Background: an optimization exercise with open tools, aiming at small area. Do not read the settings as production practice. RTL that was checked went through simulation tests only; none was proved equivalent to the original.

## beta
// yay0_dec
module yay0_dec (
    input  wire        clk,
    input  wire        rst,         
    input  wire        start,       
    input  wire [31:0] base,        
    input  wire [31:0] in_len,      
    input  wire [31:0] out_cap,     
    output wire        busy,
    output wire        done,        
    output wire [3:0]  err,         
    output wire [31:0] size,        
    output reg         in_re,
    output wire [31:0] in_addr,
    input  wire [7:0]  in_rdata,
    output reg         out_we,
    output wire [31:0] out_waddr,
    output wire [7:0]  out_wdata,
    output reg         out_re,
    output wire [31:0] out_raddr,
    input  wire [7:0]  out_rdata
);
export LEC_CHECK = 0
export ABC_AREA = 1
export CAP_MARGIN = 20
export CORE_MARGIN = 2
export CORE_UTILIZATION = 40
export SLEW_MARGIN = 20
create_clock -name core_clock -period 8.0 [get_ports {clk}]
run.sh (not shown) runs the stock make flow with config.mk's settings and CLKGATE_MAP_FILE= SYNTH_SCRIPT=/design/flow/synth_recipe.tcl, a recipe that flattens the netlist after the stock synthesis.
beta: flow completed, timing, DRC and antenna clean
[inputs] delta vs beta
- ABC_AREA no longer set, was 1
[summary]
From beta to delta the numbers moved as follows: utilization lower, proportion of synthesized area in mux cells increased 5.1 points.
What delta reported for final cell count without fillers has to be multiplied by 1.07 to get the figure for beta.

The RTL this note starts from:
==> flow/design.v <==
module yay0_dec (
    input  wire        clk,
    input  wire        rst,         
    input  wire        start,       
    input  wire [31:0] base,        
    input  wire [31:0] in_len,      
    input  wire [31:0] out_cap,     
    output wire        busy,
    output wire        done,        
    output wire [3:0]  err,         
    output wire [31:0] size,        
    output reg         in_re,
    output wire [31:0] in_addr,
    input  wire [7:0]  in_rdata,
    output reg         out_we,
    output wire [31:0] out_waddr,
    output wire [7:0]  out_wdata,
    output reg         out_re,
    output wire [31:0] out_raddr,
    input  wire [7:0]  out_rdata
);
    localparam [3:0] E_NONE   = 4'd0,
                     E_MAGIC  = 4'd1,
                     E_BOUNDS = 4'd4,
                     E_TRUNC  = 4'd5,
                     E_BADREF = 4'd8;
    localparam [4:0] S_CHK4  = 5'd0,    
                     S_HR    = 5'd1,    
                     S_HA    = 5'd2,    
                     S_CAP   = 5'd3,    
                     S_PADD  = 5'd4,    
                     S_KADD  = 5'd5,    
                     S_CADD  = 5'd6,    
                     S_CLR   = 5'd7,    
                     S_WCHK  = 5'd8,    
                     S_CF    = 5'd9,    
                     S_CR    = 5'd10,   
                     S_KCHK  = 5'd11,   
                     S_LRD   = 5'd12,   
                     S_LWR   = 5'd13,   
                     S_PCHK  = 5'd14,   
                     S_PHI   = 5'd15,   
                     S_PLO   = 5'd16,   
                     S_XCHK  = 5'd17,   
                     S_XRD   = 5'd18,   
                     S_SRC   = 5'd19,   
                     S_C0    = 5'd20,   
                     S_CW    = 5'd21,   
                     S_D0    = 5'b11000,
                     S_D1    = 5'b11001,
                     S_D4    = 5'b11010,
                     S_D5    = 5'b11011,
                     S_D8    = 5'b11100,
                     S_IDLE  = 5'b11111;
    reg [4:0]  state;
    reg [1:0]  ph;
    wire       ph0  = (ph == 2'd0);
    wire       ph1  = (ph == 2'd1);
    wire       last = (ph == 2'd3);
    reg [31:0] L;       
    reg [31:0] CP;      
    reg [31:0] PP;      
    reg [31:0] KP;      
    reg [31:0] OP;      
    reg [31:0] SZ;      
    reg [31:0] AD;      
    reg        ppov, kpov;    
    reg [7:0]  DATA;          
    reg [3:0]  DH;            
    reg [8:0]  CNT;           
    reg        dz;            
    reg [8:0]  CB;            
    reg [1:0]  WB;            
    reg        c, bw, ac, zacc;
    wire       idle = state[4] & state[3];
    assign busy      = ~idle;
    assign done      = idle & ~(state[2] & state[1] & state[0]);
    assign err       = {state[2], state[1], 1'b0, state[0]};
    assign size      = SZ;
    assign in_addr   = AD;
    assign out_raddr = AD;
    assign out_waddr = OP;
    assign out_wdata = DATA;
    wire [3:0] h = CNT[3:0];
    function automatic is(input [4:0] st);
        is = (state == st);
    endfunction
    wire aCP   = is(S_CHK4) | is(S_HA) | is(S_WCHK) | is(S_CADD) | is(S_CF);
    wire aPP   = is(S_PADD) | is(S_PCHK);
    wire aKP   = is(S_KADD) | is(S_KCHK) | is(S_XCHK);
    wire aOP   = is(S_CAP) | is(S_SRC) | is(S_LWR) | is(S_CW);
    wire bCP   = is(S_PADD) | is(S_KADD);
    wire bnD   = is(S_SRC);
    wire bnSZ  = is(S_CAP);
    wire k16   = is(S_HA) | is(S_CADD);
    wire k4    = is(S_CHK4) | is(S_WCHK);
    wire k2    = is(S_PCHK);
    wire cin0  = is(S_CAP) | is(S_CF) | is(S_KCHK) | is(S_XCHK) | is(S_LWR) | is(S_CW);
    wire wCP   = is(S_CADD) | is(S_CF);
    wire wPP   = is(S_PADD) | is(S_PCHK);
    wire wKP   = is(S_KADD) | is(S_KCHK) | is(S_XCHK);
    wire wOP   = is(S_CLR) | is(S_LWR) | is(S_CW);
    wire adA   = is(S_CHK4) | is(S_CF) | is(S_KCHK) | is(S_XCHK) | is(S_PCHK);
    wire adS   = is(S_SRC);
    wire adInc = is(S_HA) | is(S_PHI) | is(S_C0) | is(S_CW);
    wire [7:0] bK  = {3'd0, k16, 1'b0, k4, k2, 1'b0};
    wire [7:0] nDd = ph0 ? ~DATA : (ph1 ? {4'hF, ~DH} : 8'hFF);
    wire [7:0] da  = ({8{aCP}} & CP[7:0]) | ({8{aPP}} & PP[7:0]) |
                     ({8{aKP}} & KP[7:0]) | ({8{aOP}} & OP[7:0]);
    wire [7:0] db  = (ph0 ? bK : 8'd0) | ({8{bCP}} & CP[7:0]) |
                     ({8{bnD}} & nDd) | ({8{bnSZ}} & ~SZ[7:0]);
    wire       ci  = ph0 ? cin0 : c;
    wire [8:0] sum = {1'b0, da} + {1'b0, db} + {8'd0, ci};
    wire [7:0] s   = sum[7:0];
    wire       cout = sum[8];
    wire       bwi  = ph0 ? 1'b0 : bw;
    wire [8:0] ldif = {1'b0, L[7:0]} - {1'b0, s} - {8'd0, bwi};
    wire       bout = ldif[8];
    wire       trunc = cout | bout | (aPP & ppov) | (aKP & kpov);
    wire [8:0] ainc = {1'b0, AD[7:0]} + {8'd0, ph0 ? 1'b1 : ac};
    wire       ins   = (state == S_HA) && (ph == ~h[1:0]);
    wire       insSZ = ins && (h[3:2] == 2'd1);
    wire       insPP = ins && (h[3:2] == 2'd2);
    wire       insKP = ins && (h[3:2] == 2'd3);
    wire [7:0] op_in = wOP ? s : OP[7:0];
    wire       zd    = (op_in == SZ[7:0]);
    wire       zend  = zacc & zd;           
    reg  [7:0] mexp;
    always @(*) begin
        case (h[1:0])
            2'd0: mexp = 8'h59;
            2'd1: mexp = 8'h61;
            2'd2: mexp = 8'h79;
            default: mexp = 8'h30;
        endcase
    end
    wire       cb_empty = (CB[7:0] == 8'd0);
    wire       cnt_end  = (CNT == 9'h1EE);
    always @(*) begin
        in_re  = 1'b0;
        out_re = 1'b0;
        out_we = 1'b0;
        if (ph0) begin
            case (state)
                S_HR, S_CR, S_LRD, S_PHI, S_PLO, S_XRD: in_re = 1'b1;
                S_C0: out_re = 1'b1;
                S_LWR: out_we = 1'b1;
                S_CW: begin out_re = 1'b1; out_we = 1'b1; end
                default: ;
            endcase
        end
    end
    wire go = start && idle;
    wire next = last && (state == S_CLR || state == S_CR || state == S_LWR ||
                         (state == S_CW && cnt_end));
    always @(posedge clk) begin
        c    <= cout;
        bw   <= bout;
        ac   <= ainc[8];
        zacc <= ph0 ? zd : (zacc & zd);
        L  <= go ? in_len  : {L[7:0], L[31:8]};
        CP <= go ? base    : {(wCP ? s : CP[7:0]), CP[31:8]};
        OP <= go ? out_cap : {op_in, OP[31:8]};
        PP <= {(insPP ? DATA : (wPP ? s : PP[7:0])), PP[31:8]};
        KP <= {(insKP ? DATA : (wKP ? s : KP[7:0])), KP[31:8]};
        SZ <= {(insSZ ? DATA : SZ[7:0]), SZ[31:8]};
        AD <= {(adInc ? ainc[7:0] : adS ? s : adA ? da : AD[7:0]), AD[31:8]};
        if (ph1) begin
            case (state)
                S_HR, S_LRD, S_PLO: DATA <= in_rdata;
                S_C0: DATA <= out_rdata;
                S_CW: if (!dz) DATA <= out_rdata;
                default: ;
            endcase
        end
        if (ph1 && state == S_PHI) begin
            DH  <= in_rdata[3:0];
            CNT <= {5'b11111, in_rdata[7:4]};
        end
        if (ph1 && state == S_XRD)
            CNT <= {1'b0, in_rdata};
        if (ph0 && state == S_CW)
            CNT <= CNT - 9'd1;
        if (ph0 && state == S_SRC)
            dz <= (DATA == 8'd0) && (DH == 4'd0);
        if (ph0 && state == S_HA && h[3:2] == 2'd0 && DATA != mexp)
            dz <= 1'b1;
        if (last && state == S_PADD)  ppov <= cout;
        if (last && state == S_KADD)  kpov <= cout;
        if (go) begin
            dz  <= 1'b0;
            CB  <= 9'd0;
            WB  <= 2'd0;
            CNT <= 9'd0;
        end
        if (ph1 && state == S_CR)
            CB <= {in_rdata, 1'b1};
        if (last && state == S_CF)
            WB <= WB + 2'd1;
        if (last && state == S_HA)
            CNT <= CNT + 9'd1;
        if (next && !cb_empty && !zend)
            CB <= {CB[7:0], 1'b0};
    end
    always @(posedge clk) begin
        if (rst) begin
            state <= S_IDLE;
            ph    <= 2'd0;
        end else if (go) begin
            state <= S_CHK4;
            ph    <= 2'd0;
        end else begin
            ph <= ph + 2'd1;
            if (idle)
                state <= S_IDLE;
            else if (last) begin
                case (state)
                    S_CHK4:  state <= trunc ? S_D5 : S_HR;
                    S_HR:    state <= S_HA;
                    S_HA: begin
                        if (h == 4'd3)
                            state <= dz ? S_D1 : trunc ? S_D5 : S_HR;
                        else if (h == 4'd15)
                            state <= S_CAP;
                        else
                            state <= S_HR;
                    end
                    S_CAP:   state <= cout ? S_PADD : S_D4;
                    S_PADD:  state <= S_KADD;
                    S_KADD:  state <= S_CADD;
                    S_CADD:  state <= S_CLR;
                    S_WCHK:  state <= trunc ? S_D5 : S_CF;
                    S_CF:    state <= S_CR;
                    S_KCHK:  state <= trunc ? S_D5 : S_LRD;
                    S_LRD:   state <= S_LWR;
                    S_PCHK:  state <= trunc ? S_D5 : S_PHI;
                    S_PHI:   state <= S_PLO;
                    S_PLO:   state <= (CNT[3:0] == 4'd0) ? S_XCHK : S_SRC;
                    S_XCHK:  state <= trunc ? S_D5 : S_XRD;
                    S_XRD:   state <= S_SRC;
                    S_SRC:   state <= cout ? S_C0 : S_D8;
                    S_C0:    state <= zend ? S_D4 : S_CW;
                    S_CLR, S_CR, S_LWR, S_CW: begin
                        if (state == S_CW && !cnt_end) begin
                            if (zend) state <= S_D4;
                        end else if (zend)
                            state <= S_D0;
                        else if (cb_empty)
                            state <= (WB == 2'd0) ? S_WCHK : S_CF;
                        else
                            state <= CB[8] ? S_KCHK : S_PCHK;
                    end
                    default: state <= S_IDLE;
                endcase
            end
        end
    end
endmodule
==> flow/config.mk <==
export PLATFORM = sky130hd
export DESIGN_NAME = yay0_dec
export DESIGN_NICKNAME = yay0_dec
export VERILOG_FILES = /design/flow/design.v
export SDC_FILE = /design/flow/constraint.sdc
export NUM_CORES = 4
export LEC_CHECK = 0
export ABC_AREA = 1
export CAP_MARGIN = 20
export CORE_MARGIN = 2
export CORE_UTILIZATION = 40
export SLEW_MARGIN = 20
==> flow/constraint.sdc <==
create_clock -name core_clock -period 8.0 [get_ports {clk}]
set_input_delay 1.6000 -clock core_clock [delete_from_list [all_inputs] [get_ports {clk}]]
set_output_delay 1.6000 -clock core_clock [all_outputs]
set_load 0.01 [all_outputs]
standard.sh (not shown) runs the stock make flow with config.mk's settings and CLKGATE_MAP_FILE= SYNTH_SCRIPT=/design/flow/synth_recipe.tcl, a recipe that flattens the netlist after the stock synthesis.
==> flow/flow/run.sh <==
#!/bin/bash
# The standard layout, with the port buffers made from the smallest buffer cell
# and a clock tree without dummy loads.
set -euo pipefail
bash standard.sh "BUFFER_PORTS_ARGS=-buffer_cell sky130_fd_sc_hd__buf_1" \
  "CTS_ARGS=-sink_clustering_enable -repair_clock_nets -dont_use_dummy_load -sink_clustering_size 16 -sink_clustering_max_diameter 60 -buf_list sky130_fd_sc_hd__clkbuf_8" \
  finish > standard.log 2>&1
Rerun with:
==> flow/flow/run.sh (replaced) <==
#!/bin/bash
# The standard layout, with the port buffers made from the smallest buffer cell
# and a clock tree without dummy loads.
set -euo pipefail
bash standard.sh "BUFFER_PORTS_ARGS=-buffer_cell sky130_fd_sc_hd__buf_1" \
  "CTS_ARGS=-sink_clustering_enable -repair_clock_nets -dont_use_dummy_load -sink_clustering_size 12 -sink_clustering_max_diameter 50 -buf_list sky130_fd_sc_hd__clkbuf_4 sky130_fd_sc_hd__clkbuf_8" \
  finish > standard.log 2>&1
Settings changed: CORE_UTILIZATION 40 to 60.
- With this change the flow died in clock tree synthesis (4_1_cts), error STA-0564
- synthesized cell count stays the same
- synthesized area is unchanged
Rerun with:
==> flow/run.sh (new file) <==
#!/bin/bash
# synth_recipe.tcl (not shown) runs the flow's synth.tcl, then flattens the netlist and writes it again
# the make line also repeats each setting of config.mk as NAME=value (left out here)
make -C /OpenROAD-flow-scripts/flow DESIGN_CONFIG=/design/flow/config.mk WORK_HOME=/design/flow/orfs CLKGATE_MAP_FILE= SYNTH_SCRIPT=/design/flow/synth_recipe.tcl finish
Settings changed: CORE_UTILIZATION 60 to 40, CTS_BUF_LIST set to sky130_fd_sc_hd__clkbuf_2.
removed: flow/flow/run.sh
removed: flow/standard.sh
This time the run produced a clean layout.
Synthesized cell count does not change.
Synthesized area does not change.
Function was not checked in any run of this note: the RTL went through the layout flow alone.

## static timing again, ports no longer ideal
The results above use ideal ports. As a check the final layouts listed here were re-extracted and re-timed, cells and wires unchanged.
Step 1 assumes that a clkbuf_16 drives the clock port and a buf_2 every other input.
Step 2, shift: input delay + t, output delay - t, t = (earliest + latest rising clock arrival at the registers) / 2. This alone moves slack from input paths to output paths.
Slacks: no drivers / after step 1 / after step 2; pairs: no drivers / after step 1.
| run | t, ns | setup slack, ns | worst hold slack (ns) | worst setup path at the end |
|---|---|---|---|---|
| beta | 0.613 | 1.724 / 1.724 / 1.724 | 0.322 / 0.322 / 0.322 | register to register |
| delta | 0.603 | 1.348 / 1.348 / 1.348 | 0.323 / 0.323 / 0.323 | register to register |
| the first run of note 2 | 0.574 | 1.419 / 1.419 / 1.419 | 0.276 / 0.276 / 0.276 | register to register |
| the third run of note 2 | 0.861 | 1.536 / 1.536 / 1.536 | 0.306 / 0.306 / 0.306 | register to register |
After both steps setup and hold are still met in every run listed.
